Background: an optimization exercise with open tools, aiming at small area, a short achievable clock period and few clock cycles. Do not read the settings as production practice. RTL that was checked went through simulation tests only; none was proved equivalent to the original. Power and IR drop assume default switching activity.

north:
Design lsxgt_value_encoder, start of the top module:
module lsxgt_value_encoder (
    input  wire        clk,
    input  wire        rst,         
    input  wire [2:0]  dt,          
    input  wire        in_valid,
    output wire        in_ready,
    input  wire [7:0]  in_data,     
    input  wire        in_end,      
    output wire        out_valid,
    input  wire        out_ready,
    output wire [7:0]  out_data,    
    output wire        out_end,     
    output wire [1:0]  out_err,     
    output wire [15:0] out_pos      
);
Size: ~140 flip-flops, ~45 I/O pins.
Settings: LEC_CHECK=0, CAP_MARGIN=20, CORE_MARGIN=2, CORE_UTILIZATION=60, SETUP_SLACK_MARGIN=1.8, SLEW_MARGIN=20; clock period 5.0 ns.
run.sh (not shown) runs the stock make flow with config.mk's settings and CLKGATE_MAP_FILE= SYNTH_SCRIPT=/design/flow/synth_recipe.tcl, a recipe that flattens the netlist after the stock synthesis.
north was carried through to the last stage, and its layout satisfied the timing, design-rule and antenna checks.
Testbench counts of north, summed over its fixed seeds: cycles 28,132.
The following lists how south was set up differently from north:
- CORE_UTILIZATION now 40, was 60
Notes after the runs:
south: full flow OK, the timing, design-rule and antenna checks passed. Share of power burned in combinational logic: south vs north up 0.2 points. The lower final cell count came out of north. [diff] post-route cell area, south relative to north: regression. Between north and south, the total power figures differ only marginally. Total met3 wirelength after detailed routing (south / north): 0.72. Critical path depth is lower on south.
## Diff of input files: east against south
- ABC_CLOCK_PERIOD_IN_PS now 1500, previously not set
==> flow/flow/run.sh (new file) <==
#!/bin/bash
# Standard layout, but with Yosys's adder cell mapping (ADDER_MAP_FILE) turned
# off so that ABC maps the arithmetic for speed itself.
set -euo pipefail
bash standard.sh ADDER_MAP_FILE= finish > standard_flow.log 2>&1
==> flow/standard.sh (new file) <==
#!/bin/bash
# synth_recipe.tcl (not shown) runs the flow's synth.tcl, then flattens the netlist and writes it again
# the make line also repeats each setting of config.mk as NAME=value (left out here)
make -C /OpenROAD-flow-scripts/flow DESIGN_CONFIG=/design/flow/config.mk WORK_HOME=/design/flow/orfs CLKGATE_MAP_FILE= SYNTH_SCRIPT=/design/flow/synth_recipe.tcl "${@:-finish}"
removed: flow/run.sh
## What came out
- Delta (east minus south): switching power summed over all nets went up by about 10%, post-layout instance area went up by 580 um^2, area growth from synthesis to final layout went down by 3.3 points, cell count went up by 278.
- Share of final-layout standard cells stronger than drive strength 1: east < south
## Diff of input files: west against east
- changing SETUP_SLACK_MARGIN from 1.8 to 2.2
- removing ABC_CLOCK_PERIOD_IN_PS (formerly 1500)
==> flow/run.sh (new file) <==
#!/bin/bash
# synth_recipe.tcl (not shown) runs the flow's synth.tcl, then flattens the netlist and writes it again
# the make line also repeats each setting of config.mk as NAME=value (left out here)
make -C /OpenROAD-flow-scripts/flow DESIGN_CONFIG=/design/flow/config.mk WORK_HOME=/design/flow/orfs CLKGATE_MAP_FILE= SYNTH_SCRIPT=/design/flow/synth_recipe.tcl finish
removed: flow/flow/run.sh
removed: flow/standard.sh
==> comparison <==
east and west ended up with roughly the same overall routing resource usage.
Comparing east and west, the lower sequential share of layout area is on west.
In west relative to east, average via count per standard cell had gone down by a few percent.
west: total stage count of the critical path is 5 higher than what east reported.
The sequential cell area fraction in the yosys report reported for west is greater than that of east by 2.0 points.
In west, the achievable frequency came out 8.6 MHz above the value in east.
Of the two values seen for commonest non-fill, non-tap cell in the layout, nor2_1 was produced by east and buf_4 by west.
Diff east -> west | total power | increase of about 5%

---

Another version of the RTL of lsxgt_value_encoder (not shown whole).
Size in the first run: about 1,300 cells after synthesis, roughly 140 flip-flops, ~45 I/O pins, roughly 10,000 µm² of cells after synthesis.
clock: 5.0 ns
lec_check: 0
cap_margin: 20
core_margin: 2
core_utilization: 40
cts_buf_list: sky130_fd_sc_hd__clkbuf_8
setup_slack_margin: 2.3
slew_margin: 20
Stock flow here: none of the scripts above is used.
The first run ran to the end with no violations.
Testbench counts at the start, summed over its fixed seeds: cycles 28,132.
Next try:
Settings changed: CTS_BUF_LIST sky130_fd_sc_hd__clkbuf_8 to default, SETUP_SLACK_MARGIN 2.3 to 2.1.
Result: Worst setup slack got worse by 0.091 ns; clock-buffer cell count does not change; global-route usage goes down by 0.47 points; non-clock buffer count goes down by 63; cell area goes down by 4.4%; utilization goes down by 2.2 points; flip-flop and latch count does not change.
Next try:
Settings changed: SETUP_SLACK_MARGIN 2.1 to 2.4.
The new run went through all stages and came out clean.
First-iteration DRC count climbs slightly.
Final area climbs by roughly a tenth.
Worst hold slack gains 0.0056 ns.
Non-clock buffer count climbs by 83.
Routed wire length climbs by a little under a tenth.
Total power climbs slightly.
Setup slack gains 0.14 ns.
Sequential cell count stays the same.
Count of clock-buffer cells in the layout is unchanged.
Sequential share of layout area drops by 1.6 points.
Synthesized cell count is unchanged.
Next try:
Settings changed: CTS_BUF_LIST from default to sky130_fd_sc_hd__clkbuf_8, SETUP_SLACK_MARGIN 2.4 to 2.1.
After rerunning: The changed run went through all stages and came out clean; first-iteration DRC count falls by a few percent; area after synthesis does not change; worst hold slack stays flat; setup slack is worse by 0.17 ns; power falls by roughly a tenth; final area falls by roughly a tenth; sequential cell count does not change; non-clock buffer count falls by 82; final cell count falls by a few percent; wire length falls by a little under a tenth.
Next try:
Settings changed: CTS_BUF_LIST sky130_fd_sc_hd__clkbuf_8 to default, GPL_TIMING_DRIVEN from default to 1.
Setup slack is better by 0.035 ns.
Critical path depth is unchanged.
Total power rises by about 14%.
Clock skew falls by 0.0072 ns.
Hold slack is worse by 0.0082 ns.
Next try:
Settings changed: GPL_TIMING_DRIVEN 1 to default, SETUP_SLACK_MARGIN 2.1 to 1.8.
Effect: The changed run went through all stages and came out clean; worst setup slack gets worse by 0.28 ns; power goes down by 0.49%; synthesized area does not change; register-to-register slack gets worse by 0.17 ns; maximum frequency falls by 9.1%.

---

The RTL this note starts from:
==> flow/design.v <==
module lsxgt_value_encoder (
    input  wire        clk,
    input  wire        rst,         
    input  wire [2:0]  dt,          
    input  wire        in_valid,
    output wire        in_ready,
    input  wire [7:0]  in_data,     
    input  wire        in_end,      
    output wire        out_valid,
    input  wire        out_ready,
    output wire [7:0]  out_data,    
    output wire        out_end,     
    output wire [1:0]  out_err,     
    output wire [15:0] out_pos      
);
    localparam [1:0] K_BLK = 2'd1,    
                     K_END = 2'd2,    
                     K_ERR = 2'd3;    
    reg  [7:0]  ps0;        
    reg  [62:0] psh;        
    reg  [3:0]  dd;         
    reg         fresh;      
    reg         bad;        
    reg         ovf;        
    reg  [2:0]  pdt;        
    reg  [15:0] pos;        
    reg         drain;      
    reg         hold;       
    reg  [1:0]  hkind;
    reg         hend;
    reg  [1:0]  hcode;
    reg  [8:0]  os0;
    reg  [62:0] osh;
    reg         obusy, oH0, oH1, oV, oE;
    reg  [2:0]  oidx;       
    reg         olast;      
    reg         oend;       
    reg  [1:0]  oerr;
    reg  [2:0]  odt;
    reg  [7:0]  ob;         
    wire [8:0] x0 = {1'b0, ps0} + {5'd0, dd};      
    wire [8:0]  v0m = fresh ? 9'd0 : x0;
    wire [11:0] t0  = {v0m, 3'd0} + {2'd0, v0m, 1'd0};
    wire [7:0]  n_ps0 = t0[7:0];
    reg  [62:0] n_psh;
    reg  [3:0]  cy;
    reg         ovf_set;
    integer j;
    always @(*) begin : step
        reg [8:0]  vm;
        reg [11:0] t;
        cy = t0[11:8];
        for (j = 0; j < 7; j = j + 1) begin
            vm = fresh ? 9'd0 : psh[9*j +: 9];
            t  = {vm, 3'd0} + {2'd0, vm, 1'd0};
            n_psh[9*j +: 9] = {1'b0, t[7:0]} + {5'd0, cy};
            cy = t[11:8];
        end
        ovf_set = (cy != 4'd0);
    end
    reg pc;
    always @(*) begin : pcarry
        reg [8:0] v;
        pc = x0[8];
        for (j = 0; j < 7; j = j + 1) begin
            v  = psh[9*j +: 9];
            pc = v[8] | ((&v[7:0]) & pc);
        end
    end
    reg [7:0] oc;
    reg [7:0] onz;
    reg [7:0] ge;
    always @(*) begin : ocarry
        reg [8:0] v;
        reg       any;
        oc[0]  = 1'b0;
        onz[0] = (os0 != 9'd0);
        oc[1]  = os0[8];
        for (j = 1; j < 8; j = j + 1) begin
            v = osh[9*(j-1) +: 9];
            onz[j] = (v != 9'd0);
            if (j < 7) oc[j+1] = v[8] | ((&v[7:0]) & oc[j]);
        end
        any = 1'b0;
        ge[0] = 1'b1;
        for (j = 7; j >= 1; j = j - 1) begin
            any = any | onz[j];
            ge[j] = any | oc[j];
        end
    end
    reg [2:0] lastidx;
    reg       novalue;
    always @(*) begin
        novalue = 1'b0;
        case (odt)
            3'd0: lastidx = 3'd0;
            3'd1: begin
                lastidx = ge[7] ? 3'd7 : ge[5] ? 3'd5 : ge[3] ? 3'd3 : 3'd1;
                novalue = !ge[1];
            end
            3'd2: lastidx = ge[6] ? 3'd7 : ge[4] ? 3'd5 : ge[2] ? 3'd3 : 3'd1;
            3'd3: lastidx = ge[4] ? 3'd7 : 3'd3;
            default: lastidx = 3'd7;
        endcase
    end
    wire [2:0] nidx = oH1 ? 3'd0 : (oidx + 3'd1);
    wire [71:0] oall = {osh, os0};
    wire [7:0] nsel = oall[9*nidx +: 8];
    wire [7:0] nbyte = nsel + {7'd0, oc[nidx]};
    wire beat_in = in_valid && in_ready;
    wire is_comma = (in_data == 8'h2C);
    wire is_digit = (in_data >= 8'h30) && (in_data <= 8'h39);
    wire term = in_end || is_comma;
    wire act = beat_in && term && !drain;
    wire p_unknown = (pdt >= 3'd5);
    wire p_err = p_unknown || bad || ovf || pc;
    wire now_item = act && (!fresh || in_end);
    wire [1:0] now_kind = fresh ? K_END : (p_err ? K_ERR : K_BLK);
    wire [1:0] now_code = p_unknown ? 2'd2 : 2'd1;
    wire ofinal = oE || (olast && !oend);
    wire deliver = obusy && out_ready;
    wire can_load = !obusy || (out_ready && ofinal);
    wire       item  = hold || now_item;
    wire [1:0] ikind = hold ? hkind : now_kind;
    wire       iend  = hold ? hend : in_end;
    wire [1:0] icode = hold ? hcode : now_code;
    wire load = can_load && item;
    wire attach = !hold && now_item && (now_kind == K_END) && !can_load && !oE && !oend;
    wire go_hold = !hold && now_item && !can_load && !attach;
    always @(posedge clk) begin
        if (rst) begin
            fresh <= 1'b1;
            bad   <= 1'b0;
            ovf   <= 1'b0;
            pos   <= 16'd0;
            drain <= 1'b0;
            hold  <= 1'b0;
        end else begin
            if (beat_in && !term) begin
                fresh <= 1'b0;
                if (!is_digit) bad <= 1'b1;
                if (ovf_set) ovf <= 1'b1;
            end
            if (act) begin
                fresh <= 1'b1;
                bad   <= 1'b0;
                ovf   <= 1'b0;
                if (!fresh && p_err)
                    drain <= !in_end;
                else
                    pos <= in_end ? 16'd0 : pos + 16'd1;
            end
            if (beat_in && drain && in_end) begin
                drain <= 1'b0;
                fresh <= 1'b1;
                bad   <= 1'b0;
                ovf   <= 1'b0;
                pos   <= 16'd0;
            end
            if (deliver && oE && (oerr != 2'd0))
                pos <= 16'd0;
            if (go_hold)
                hold <= 1'b1;
            else if (can_load)
                hold <= 1'b0;
        end
        if (beat_in && !term) begin
            ps0 <= n_ps0;
            psh <= n_psh;
            dd  <= in_data[3:0];
            pdt <= dt;
        end
        if (go_hold) begin
            hkind <= now_kind;
            hend  <= in_end;
            hcode <= now_code;
        end
        if (can_load) begin
            os0 <= x0;
            osh <= psh;
            odt <= pdt;
        end
        if (rst) begin
            obusy <= 1'b0;
            oH0 <= 1'b0; oH1 <= 1'b0; oV <= 1'b0; oE <= 1'b0;
            oerr <= 2'd0;
        end else if (can_load) begin
            obusy <= item;
            oH0   <= item && (ikind == K_BLK);
            oH1   <= 1'b0;
            oV    <= 1'b0;
            oE    <= item && (ikind != K_BLK);
            oerr  <= (item && ikind == K_ERR) ? icode : 2'd0;
            oend  <= iend;
            olast <= 1'b0;
            ob    <= (pdt == 3'd0) ? 8'h01 : 8'h20;
        end else begin
            if (attach)
                oend <= 1'b1;
            if (deliver) begin
                if (oH0) begin
                    oH0   <= 1'b0;
                    oH1   <= 1'b1;
                    ob    <= 8'h00;
                    olast <= novalue;
                end
                if (oH1 || oV) begin
                    if (olast) begin
                        oH1 <= 1'b0;
                        oV  <= 1'b0;
                        oE  <= 1'b1;
                    end else begin
                        oH1   <= 1'b0;
                        oV    <= 1'b1;
                        oidx  <= nidx;
                        ob    <= nbyte;
                        olast <= (nidx == lastidx);
                    end
                end
            end
        end
    end
    assign in_ready  = !hold && !(oE && (oerr != 2'd0));
    assign out_valid = obusy;
    assign out_end   = oE;
    assign out_data  = ob;
    assign out_err   = oerr;
    assign out_pos   = (oerr != 2'd0) ? pos : 16'd0;
endmodule
Settings: LEC_CHECK=0, CAP_MARGIN=20, CORE_MARGIN=2, CORE_UTILIZATION=40, SLEW_MARGIN=20; clock period 5.0 ns.
standard.sh (not shown) runs the stock make flow with config.mk's settings and CLKGATE_MAP_FILE= SYNTH_SCRIPT=/design/flow/synth_recipe.tcl, a recipe that flattens the netlist after the stock synthesis.
==> flow/flow/run.sh <==
#!/bin/bash
# Standard layout, but with Yosys's adder cell mapping (ADDER_MAP_FILE) turned
# off so that ABC maps the arithmetic for speed itself.
set -euo pipefail
bash standard.sh ADDER_MAP_FILE= finish > standard_flow.log 2>&1
Change:
==> flow/run.sh (new file) <==
#!/bin/bash
# synth_recipe.tcl (not shown) runs the flow's synth.tcl, then flattens the netlist and writes it again
# the make line also repeats each setting of config.mk as NAME=value (left out here)
make -C /OpenROAD-flow-scripts/flow DESIGN_CONFIG=/design/flow/config.mk WORK_HOME=/design/flow/orfs CLKGATE_MAP_FILE= SYNTH_SCRIPT=/design/flow/synth_recipe.tcl finish
- ABC_CLOCK_PERIOD_IN_PS: unset -> 2000
- SETUP_SLACK_MARGIN: unset -> 2.8
removed: flow/flow/run.sh
removed: flow/standard.sh
The changed run finished clean.
Setup slack is better by 0.029 ns.
Via count fell slightly.
Global-route usage rose by 3.3 points.
Cell area rose by a quarter to a third.
Function was not checked in any run of this note: the RTL went through the layout flow alone.

[port drivers added, routing unchanged]
Ports are ideal in the flow. The routed layouts listed here were re-timed in OpenROAD. Step 1, drivers: a clkbuf_16 drives clk and a buf_2 each remaining input, both assumed. Step 2 also shifts input and output timing later by t, the mid clock arrival at the registers, as if the neighbouring blocks saw the same clock. Three values: ideal, step 1, step 2; two values: the first two.
run | shift t [ns] | setup slack, ns | hold WS [ns] | worst slew at a driven data input, ns | cell pins on the clock port's net
north | 0.469 | 1.811 / 1.811 / 1.493 | 0.483 / 0.483 / 0.483 | 0.04 | 1
south | 0.478 | 1.869 / 1.869 / 1.453 | 0.484 / 0.484 / 0.484 | 0.04 | 1
east | 0.480 | 1.911 / 1.911 / 1.478 | 0.486 / 0.486 / 0.486 | 0.04 | 1
west | 0.479 | 1.991 / 1.991 / 1.721 | 0.475 / 0.475 / 0.475 | 0.03 | 1
the first run of note 2 | 0.507 | 2.277 / 2.277 / 1.844 | 0.501 / 0.501 / 0.501 | 0.04 | 1
the second run of note 2 | 0.479 | 2.186 / 2.186 / 1.790 | 0.493 / 0.493 / 0.493 | 0.04 | 1
the third run of note 2 | 0.479 | 2.324 / 2.324 / 1.979 | 0.499 / 0.499 / 0.499 | 0.05 | 1
the fourth run of note 2 | 0.502 | 2.151 / 2.151 / 1.682 | 0.502 / 0.502 / 0.502 | 0.04 | 1
the fifth run of note 2 | 0.479 | 2.186 / 2.186 / 1.790 | 0.493 / 0.493 / 0.493 | 0.04 | 1
the sixth run of note 2 | 0.478 | 1.905 / 1.932 / 1.454 | 0.505 / 0.505 / 0.505 | 0.04 | 1
the first run of note 3 | 0.485 | 1.014 / 1.014 / 0.748 | 0.479 / 0.479 / 0.479 | 0.05 | 1
the second run of note 3 | 0.481 | 1.042 / 1.042 / 1.042 | 0.456 / 0.456 / 0.456 | 0.06 | 1
After both steps every run listed still meets setup and hold. For the fourth run of note 2, which loses most, drivers alone change the setup slack by 0.000 ns; drivers and shift together by -0.469 ns.
